Context: an optimization exercise on an open-source flow, tuned for small area, a short achievable clock period and few clock cycles. The choices shown serve that exercise and are no tape-out recipe. At most, simulation tests tie the RTL to the original design; equivalence was not proved. No activity file was given, so power comes from the tool's default toggle rates.

==> 12-24 <==
Design openblt_transport, start of the top module:
module openblt_transport (
    input  wire         clk,
    input  wire         rst,             
    input  wire         cmd_valid,
    output wire         cmd_ready,
    input  wire [15:0]  cmd,
    input  wire [31:0]  arg_len,
    input  wire         dbuf_we,
    input  wire [255:0] dbuf_wdata,      
    output reg  [1:0]   status,
    output wire [31:0]  result,
    output wire [7:0]   pkt_len,
    output wire [255:0] pkt_data,        
    input  wire [31:0]  now_ms,
    input  wire [31:0]  now_tick,
    output reg          pf_rx_req,
    input  wire         pf_rx_valid,
    input  wire [7:0]   pf_rx_data,
    output reg          pf_tx_valid,
    output wire [7:0]   pf_tx_data,
    input  wire         pf_tx_done,
    input  wire         pf_tx_ok,
    output reg          mb_rx_req,
    input  wire         mb_rx_valid,
    input  wire [7:0]   mb_rx_data,
    output reg          mb_tx_valid,
    output reg          mb_tx_last,
    output wire [7:0]   mb_tx_data,
    input  wire         mb_tx_done,
    input  wire         mb_tx_ok,
    output reg          mb_de
);
==> flow/config.mk <==
export PLATFORM = sky130hd
export DESIGN_NAME = openblt_transport
export DESIGN_NICKNAME = openblt_transport
export VERILOG_FILES = /design/flow/design.v
export SDC_FILE = /design/flow/constraint.sdc
export NUM_CORES = 4
export LEC_CHECK = 0
export CAP_MARGIN = 20
export CORE_MARGIN = 2
export CORE_UTILIZATION = 65
export SLEW_MARGIN = 20
==> flow/constraint.sdc <==
create_clock -name core_clock -period 10.0 [get_ports {clk}]
set_input_delay 2.0000 -clock core_clock [delete_from_list [all_inputs] [get_ports {clk}]]
set_output_delay 2.0000 -clock core_clock [all_outputs]
set_load 0.01 [all_outputs]
standard.sh (not shown) runs the stock make flow with config.mk's settings and CLKGATE_MAP_FILE= SYNTH_SCRIPT=/design/flow/synth_recipe.tcl, a recipe that flattens the netlist after the stock synthesis.
==> flow/flow/run.sh <==
#!/bin/bash
set -euo pipefail
export BUFFER_PORTS_ARGS="-buffer_cell sky130_fd_sc_hd__buf_1"
export SETUP_SLACK_MARGIN="${FLOW_SETUP_MARGIN:-6.7}"
bash standard.sh > standard.log 2>&1
==> inputs of 08-06, as changes to 12-24 <==
--- a/flow/design.v
+++ b/flow/design.v
@@ -57,18 +57,16 @@
             crc_step = x;
         end
     endfunction
     reg        rdy;
     reg [2:0]  state;
     reg        poll_mb;         
     reg [5:0]  n_q;             
     reg [5:0]  idx;             
-    reg [3:0]  maddr;           
-    reg [15:0] wq;              
     reg [8:0]  wcnt;            
     reg [2:0]  phase;           
     reg        tx_fail;
     reg [7:0]  txd;             
     reg [15:0] crc_w;           
     reg [15:0] res;             
     reg [5:0]  pkt_len6;        
     reg        rxv_q;           
@@ -118,41 +116,32 @@
     wire d_mb_poll  = imm0 && hi == 8'h32;
     wire d_t35      = imm0 && hi == 8'h33;
     wire d_legal    = d_pf_init | d_pf_tx | d_pf_poll | d_crc_init | d_crc_byte |
                       d_crc_read | d_crc_blk | d_mb_init | d_mb_tx | d_mb_poll | d_t35;
     wire len_hi0  = (arg_len[31:6] == 26'd0);
     wire len_le32 = len_hi0 && (!arg_len[5] || arg_len[4:0] == 5'd0);
     wire len_nz   = (arg_len != 32'd0);
     wire len_tx   = len_le32 && len_nz;
-    wire [7:0]  ms_lo     = {1'b0, now_ms[6:0]} - {1'b0, pf_last_ms[6:0]};
-    wire [24:0] ms_hi_p1  = pf_last_ms[31:7] + 25'd1;
-    wire        ms_hi_eq  = ms_lo[7] ? (now_ms[31:7] == ms_hi_p1)
-                                     : (now_ms[31:7] == pf_last_ms[31:7]);
-    wire pf_late = !(ms_hi_eq && ms_lo[6:0] < PF_TIMEOUT_MS[6:0]);
-    wire [9:0]  tk_lo     = {1'b0, now_tick[8:0]} - {1'b0, mb_last_tick[8:0]};
-    wire [22:0] tk_hi_p1  = mb_last_tick[31:9] + 23'd1;
-    wire        tk_hi_eq  = tk_lo[9] ? (now_tick[31:9] == tk_hi_p1)
-                                     : (now_tick[31:9] == mb_last_tick[31:9]);
-    wire mb_late = !(tk_hi_eq && tk_lo[8:0] < MB_T35[8:0]);
+    wire [31:0] ms_diff   = now_ms - pf_last_ms;
+    wire [31:0] tick_diff = now_tick - mb_last_tick;
+    wire pf_late = (ms_diff >= PF_TIMEOUT_MS);
+    wire mb_late = (tick_diff >= MB_T35);
     wire       pf_st1    = pf_st & ~late_q;
     wire [5:0] pf_cnt_p1 = {1'b0, pf_cnt} + 6'd1;
     wire       pf_start  = rxv_q & ~pf_st1 & (rxd_q >= 8'd1) & (rxd_q <= 8'd32);
     wire       pf_del    = rxv_q & pf_st1 & (pf_cnt_p1 == pf_exp);
     wire       mb_clear  = late_q & ~mb_sync;
     wire       mb_sync1  = mb_sync & ~late_q;
     wire       mb_del    = mb_clear & mb_ok;
     wire [5:0] mb_cnt1   = mb_clear ? 6'd0 : mb_cnt;
     wire do_poll = (state == S_POLL);
     wire del_pf  = do_poll & ~poll_mb & pf_del;
     wire del_mb  = do_poll &  poll_mb & mb_del;
-    wire [15:0] dword    = {dbuf[{maddr, 1'b1}], dbuf[{maddr, 1'b0}]};
-    wire [7:0]  dbyte    = idx[0] ? dword[15:8] : dword[7:0];
-    wire [5:0]  idx_p2   = idx + 6'd2;
-    wire        blk_one  = (idx + 6'd1 == n_q);      
+    wire [7:0]  dbyte    = dbuf[idx[4:0]];
     wire [15:0] crc_w_nx = crc_step(crc_w, txd);
     always @(posedge clk) begin
         if (dbuf_we && rdy)
             for (i = 0; i < 32; i = i + 1)
                 dbuf[i] <= dbuf_wdata[8*i +: 8];
         if (rdy) begin
             pf_buf[pf_cnt] <= pf_rx_data;
             if (mb_cnt >= 6'd3 && mb_cnt <= 6'd34)
@@ -229,20 +218,18 @@
                 if (d_crc_blk) begin
                     if (!len_le32)
                         status <= ST_RANGE;
                     else if (len_nz) begin
                         rdy   <= 1'b0;
                         state <= S_BLK;
                     end
                 end
-                n_q   <= arg_len[5:0];
-                idx   <= 6'd0;
-                maddr <= d_crc_blk ? 4'd1 : 4'd0;
-                wq    <= (dbuf_we ? dbuf_wdata[15:0] : {dbuf[1], dbuf[0]});
+                n_q <= arg_len[5:0];
+                idx <= 6'd0;
                 if (d_pf_tx) begin
                     if (!len_tx)
                         status <= ST_RANGE;
                     else begin
                         rdy         <= 1'b0;
                         state       <= S_PFTX;
                         pf_tx_valid <= 1'b1;
                     end
@@ -310,37 +297,32 @@
                         if (mb_cnt1 == 6'd2) begin
                             mb_hdr <= mb_hdr & (rxd_q[7:6] == 2'b00) & (rxd_q != 8'd0);
                             mb_len <= rxd_q[5:0];
                         end
                     end
                 end
             end
             S_BLK: begin
-                crc_reg <= blk_one ? crc_step(crc_reg, wq[7:0])
-                                   : crc_step(crc_step(crc_reg, wq[7:0]), wq[15:8]);
-                idx     <= idx_p2;
-                wq      <= dword;
-                maddr   <= maddr + 4'd1;
-                if (blk_one || idx_p2 == n_q) begin
+                crc_reg <= crc_step(crc_reg, dbyte);
+                idx     <= idx + 6'd1;
+                if (idx + 6'd1 == n_q) begin
                     rdy   <= 1'b1;
                     state <= S_IDLE;
                 end
             end
             S_PFTX: if (pf_tx_done) begin
                 if (!pf_tx_ok || idx == n_q) begin
                     pf_tx_valid <= 1'b0;
                     status      <= pf_tx_ok ? ST_OK : ST_HW;
                     rdy         <= 1'b1;
                     state       <= S_IDLE;
                 end else begin
                     txd <= dbyte;
                     idx <= idx + 6'd1;
-                    if (idx[0])
-                        maddr <= maddr + 4'd1;
                 end
             end
             S_INIT: begin
                 if (mb_rx_valid)
                     wcnt <= 9'd0;
                 else if (wcnt == MB_T35[8:0]) begin
                     mb_rx_req <= 1'b0;
                     rdy       <= 1'b1;
@@ -372,18 +354,16 @@
                     default: begin  
                         phase <= F_PAY;
                         if (idx == n_q) begin
                             txd   <= crc_w_nx[7:0];
                             phase <= F_CLO;
                         end else begin
                             txd <= dbyte;
                             idx <= idx + 6'd1;
-                            if (idx[0])
-                                maddr <= maddr + 4'd1;
                         end
                     end
                     endcase
                 end
             end
             S_POST: begin
                 wcnt <= wcnt + 9'd1;
                 if (wcnt[1:0] == 2'd2) begin
==> flow/run.sh (new file) <==
#!/bin/bash
# synth_recipe.tcl (not shown) runs the flow's synth.tcl, then flattens the netlist and writes it again
# the make line also repeats each setting of config.mk as NAME=value (left out here)
make -C /OpenROAD-flow-scripts/flow DESIGN_CONFIG=/design/flow/config.mk WORK_HOME=/design/flow/orfs CLKGATE_MAP_FILE= SYNTH_SCRIPT=/design/flow/synth_recipe.tcl finish
Settings changed: CORE_UTILIZATION 65 to 40.
removed: flow/flow/run.sh
removed: flow/standard.sh
==> run summary <==
Between 12-24 and 08-06, the lower combinational power is in 12-24 (gap 71%, measured against 08-06). Of 12-24 and 08-06, 08-06 has the higher die area (gap 38%, measured against 08-06). Cell count: 08-06 is higher than 12-24 (14%). Core utilization: 08-06 is lower than 12-24 (28 points). Between 08-06 and 12-24, the lower clock skew is in 12-24 (gap 0.00085 ns). In 12-24 the critical path depth is lower than in 08-06, by 1. Against 12-24, the first-iteration DRC count of 08-06 is lower by 16%. Clock power: 12-24 is lower than 08-06 (about 3%).
Testbench counts of 08-06, summed over its fixed seeds: cycles 70,054.
Only the layout flow was run in 12-24; the RTL was not checked for function there.

* * *

==> sierra <==
openblt_transport, a different RTL version from the one above (not shown whole).
export LEC_CHECK = 0
export CAP_MARGIN = 20
export CORE_MARGIN = 2
export CORE_UTILIZATION = 50
export CTS_CLUSTER_DIAMETER = 80
export CTS_CLUSTER_SIZE = 30
export SLEW_MARGIN = 20
create_clock -name core_clock -period 10.0 [get_ports {clk}]
==> flow/flow/run.sh <==
#!/bin/bash
set -euo pipefail
export BUFFER_PORTS_ARGS="-buffer_cell sky130_fd_sc_hd__buf_1"
export SETUP_SLACK_MARGIN="${FLOW_SETUP_MARGIN:-6.7}"
bash standard.sh > standard.log 2>&1
==> zinc: changes against sierra <==
--- a/flow/design.v
+++ b/flow/design.v
@@ -143,15 +143,15 @@
     wire       mb_sync1  = mb_sync & ~late_q;
     wire       mb_del    = mb_clear & mb_ok;
     wire [5:0] mb_cnt1   = mb_clear ? 6'd0 : mb_cnt;
     wire do_poll = (state == S_POLL);
     wire del_pf  = do_poll & ~poll_mb & pf_del;
     wire del_mb  = do_poll &  poll_mb & mb_del;
     wire [15:0] dword    = {dbuf[{maddr, 1'b1}], dbuf[{maddr, 1'b0}]};
-    wire [7:0]  dbyte    = idx[0] ? dword[15:8] : dword[7:0];
+    wire [7:0]  wbyte    = idx[0] ? wq[15:8] : wq[7:0];    
     wire [5:0]  idx_p2   = idx + 6'd2;
     wire        blk_one  = (idx + 6'd1 == n_q);      
     wire [15:0] crc_w_nx = crc_step(crc_w, txd);
     always @(posedge clk) begin
         if (dbuf_we && rdy)
             for (i = 0; i < 32; i = i + 1)
                 dbuf[i] <= dbuf_wdata[8*i +: 8];
@@ -199,15 +199,25 @@
             pf_rx_req   <= 1'b0;
             mb_rx_req   <= 1'b0;
             pf_tx_valid <= 1'b0;
             mb_tx_valid <= 1'b0;
             mb_tx_last  <= 1'b0;
         end else begin
             case (state)
-            S_IDLE: if (acc) begin
+            S_IDLE: begin
+                n_q     <= arg_len[5:0];
+                idx     <= 6'd0;
+                maddr   <= 4'd1;
+                wq      <= (dbuf_we ? dbuf_wdata[15:0] : {dbuf[1], dbuf[0]});
+                txd     <= cmd[13] ? NODE_ID : arg_len[7:0];
+                phase   <= F_NODE;
+                crc_w   <= 16'hFFFF;
+                tx_fail <= 1'b0;
+                wcnt    <= 9'd0;
+              if (acc) begin
                 status <= d_legal ? ST_OK : ST_ILLEGAL;
                 if (d_pf_init) begin
                     pf_st  <= 1'b0;
                     pf_cnt <= 5'd0;
                 end
                 if (d_crc_init)
                     crc_reg <= 16'hFFFF;
@@ -232,18 +242,14 @@
                     if (!len_le32)
                         status <= ST_RANGE;
                     else if (len_nz) begin
                         rdy   <= 1'b0;
                         state <= S_BLK;
                     end
                 end
-                n_q   <= arg_len[5:0];
-                idx   <= 6'd0;
-                maddr <= d_crc_blk ? 4'd1 : 4'd0;
-                wq    <= (dbuf_we ? dbuf_wdata[15:0] : {dbuf[1], dbuf[0]});
                 if (d_pf_tx) begin
                     if (!len_tx)
                         status <= ST_RANGE;
                     else begin
                         rdy         <= 1'b0;
                         state       <= S_PFTX;
                         pf_tx_valid <= 1'b1;
@@ -254,26 +260,22 @@
                         status <= ST_RANGE;
                     else begin
                         rdy   <= 1'b0;
                         state <= S_PRE;
                         mb_de <= 1'b1;
                     end
                 end
-                txd     <= d_mb_tx ? NODE_ID : arg_len[7:0];
-                phase   <= F_NODE;
-                crc_w   <= 16'hFFFF;
-                tx_fail <= 1'b0;
-                wcnt    <= 9'd0;
                 if (d_mb_init) begin
                     rdy       <= 1'b0;
                     state     <= S_INIT;
                     mb_cnt    <= 6'd0;
                     mb_sync   <= 1'b0;
                     mb_rx_req <= 1'b1;
                 end
+              end
             end
             S_POLL: begin
                 rdy       <= 1'b1;
                 state     <= S_IDLE;
                 pf_rx_req <= 1'b0;
                 mb_rx_req <= 1'b0;
                 if (!poll_mb) begin
@@ -330,18 +332,20 @@
             S_PFTX: if (pf_tx_done) begin
                 if (!pf_tx_ok || idx == n_q) begin
                     pf_tx_valid <= 1'b0;
                     status      <= pf_tx_ok ? ST_OK : ST_HW;
                     rdy         <= 1'b1;
                     state       <= S_IDLE;
                 end else begin
-                    txd <= dbyte;
+                    txd <= wbyte;
                     idx <= idx + 6'd1;
-                    if (idx[0])
+                    if (idx[0]) begin
+                        wq    <= dword;
                         maddr <= maddr + 4'd1;
+                    end
                 end
             end
             S_INIT: begin
                 if (mb_rx_valid)
                     wcnt <= 9'd0;
                 else if (wcnt == MB_T35[8:0]) begin
                     mb_rx_req <= 1'b0;
@@ -373,18 +377,20 @@
                     F_CLO:  begin txd <= crc_w[15:8];   phase <= F_CHI; mb_tx_last <= 1'b1; end
                     default: begin  
                         phase <= F_PAY;
                         if (idx == n_q) begin
                             txd   <= crc_w_nx[7:0];
                             phase <= F_CLO;
                         end else begin
-                            txd <= dbyte;
+                            txd <= wbyte;
                             idx <= idx + 6'd1;
-                            if (idx[0])
+                            if (idx[0]) begin
+                                wq    <= dword;
                                 maddr <= maddr + 4'd1;
+                            end
                         end
                     end
                     endcase
                 end
             end
             S_POST: begin
                 wcnt <= wcnt + 9'd1;
==> run summary <==
- Routed wire length is about the same in sierra and zinc.
- Sequential power: zinc is larger than sierra (5.2%).
- zinc passed the timing, DRC and antenna checks. sierra produced a clean layout.
- In sierra the via count is higher than in zinc, by about 1.6%.
- In combinational power, zinc is at 3.2 times the value of sierra.
- Core utilization: sierra is higher than zinc (0.17 points).
- Of zinc and sierra, sierra has the higher die area (gap about 0.9%, measured against sierra).
- Hold slack: zinc is lower than sierra (0.012 ns).
- In zinc the synthesized cell count is lower than in sierra, by about 3.5%.
- In zinc the global-route usage is higher than in sierra, by 0.48 points.
- In zinc the count of clock-buffer cells in the layout is higher than in sierra, by 1.
==> figures <==
| quantity | sierra | zinc |
|---|---|---|
| Synth Area in Simple Gates | 0.07819 | 0.07433 |
| Total power | 9.528 mW | 11.68 mW |
| Sequential group power | 5.99 mW | 6.30 mW |
| Worst setup path endpoint | pf_tx_data[4] | late_q |
| Internal Dissipation | 7.275 mW | 8.228 mW |
| Placed cells | 5,482 | 5,377 |
| Detail-routed net length per standard cell | 27.35 um | 27.97 um |
| Combinational-cell power consumption | 0.775 mW | 2.48 mW |
| Adder-Cell Fraction of Synth Area | 0.01356 | 0.01368 |
| Largest fanout on the critical path | 3 | 2 |
| Gate Count Post-Synth | 3,501 | 3,377 |
| Vias in the first global route | 31,120 | 30,770 |
| Std-Cell Core Area | 103,900 sq um | 103,500 sq um |
| Total power divided by cell area | 157.5 nW/um^2 | 194.5 nW/um^2 |
| Worst hold slack | 0.4743 ns | 0.4627 ns |
| Final instance area | 60,510 sq um | 60,080 sq um |
| Run status | complete, no violations | complete, no violations |
| Met2 usage | 0.4795 | 0.4820 |
| Launching instance or port of the critical path | txd[4] | now_tick[1] |
| Die outline area | 107,800 sq um | 106,800 sq um |
| Compound-gate portion of the synthesized area | 0.06760 | 0.06782 |
Testbench counts of sierra, summed over its fixed seeds: cycles 67,137.
Function not checked in zinc: the RTL went through the layout flow alone.

[static timing again, ports no longer ideal]
How much do the figures lean on ideal ports? The routed layouts below were timed once more, with nothing changed but the port constraints. Step 1, drivers: a clkbuf_16 drives clk and a buf_2 each remaining input, both assumed. Step 2 times the ports against the registers' clock, not the clock port: input delays grow and output delays shrink by t, the midpoint of the rising clock arrivals with the driver on. Slacks: ideal ports / drivers / drivers and shift; pairs: ideal ports / drivers.
run	t (ns)	setup WS [ns]	worst setup path after step 2
12-24	0.787	6.025 / 6.051 / 5.264	input to register
08-06	0.849	4.428 / 4.470 / 3.620	input to register
sierra	0.782	6.581 / 6.505 / 5.848	input to register
zinc	0.764	6.176 / 6.208 / 5.444	input to register
After both steps setup and hold are still met in every run listed. For 08-06, which loses most, drivers alone change the setup slack by +0.042 ns; drivers and shift together by -0.808 ns.
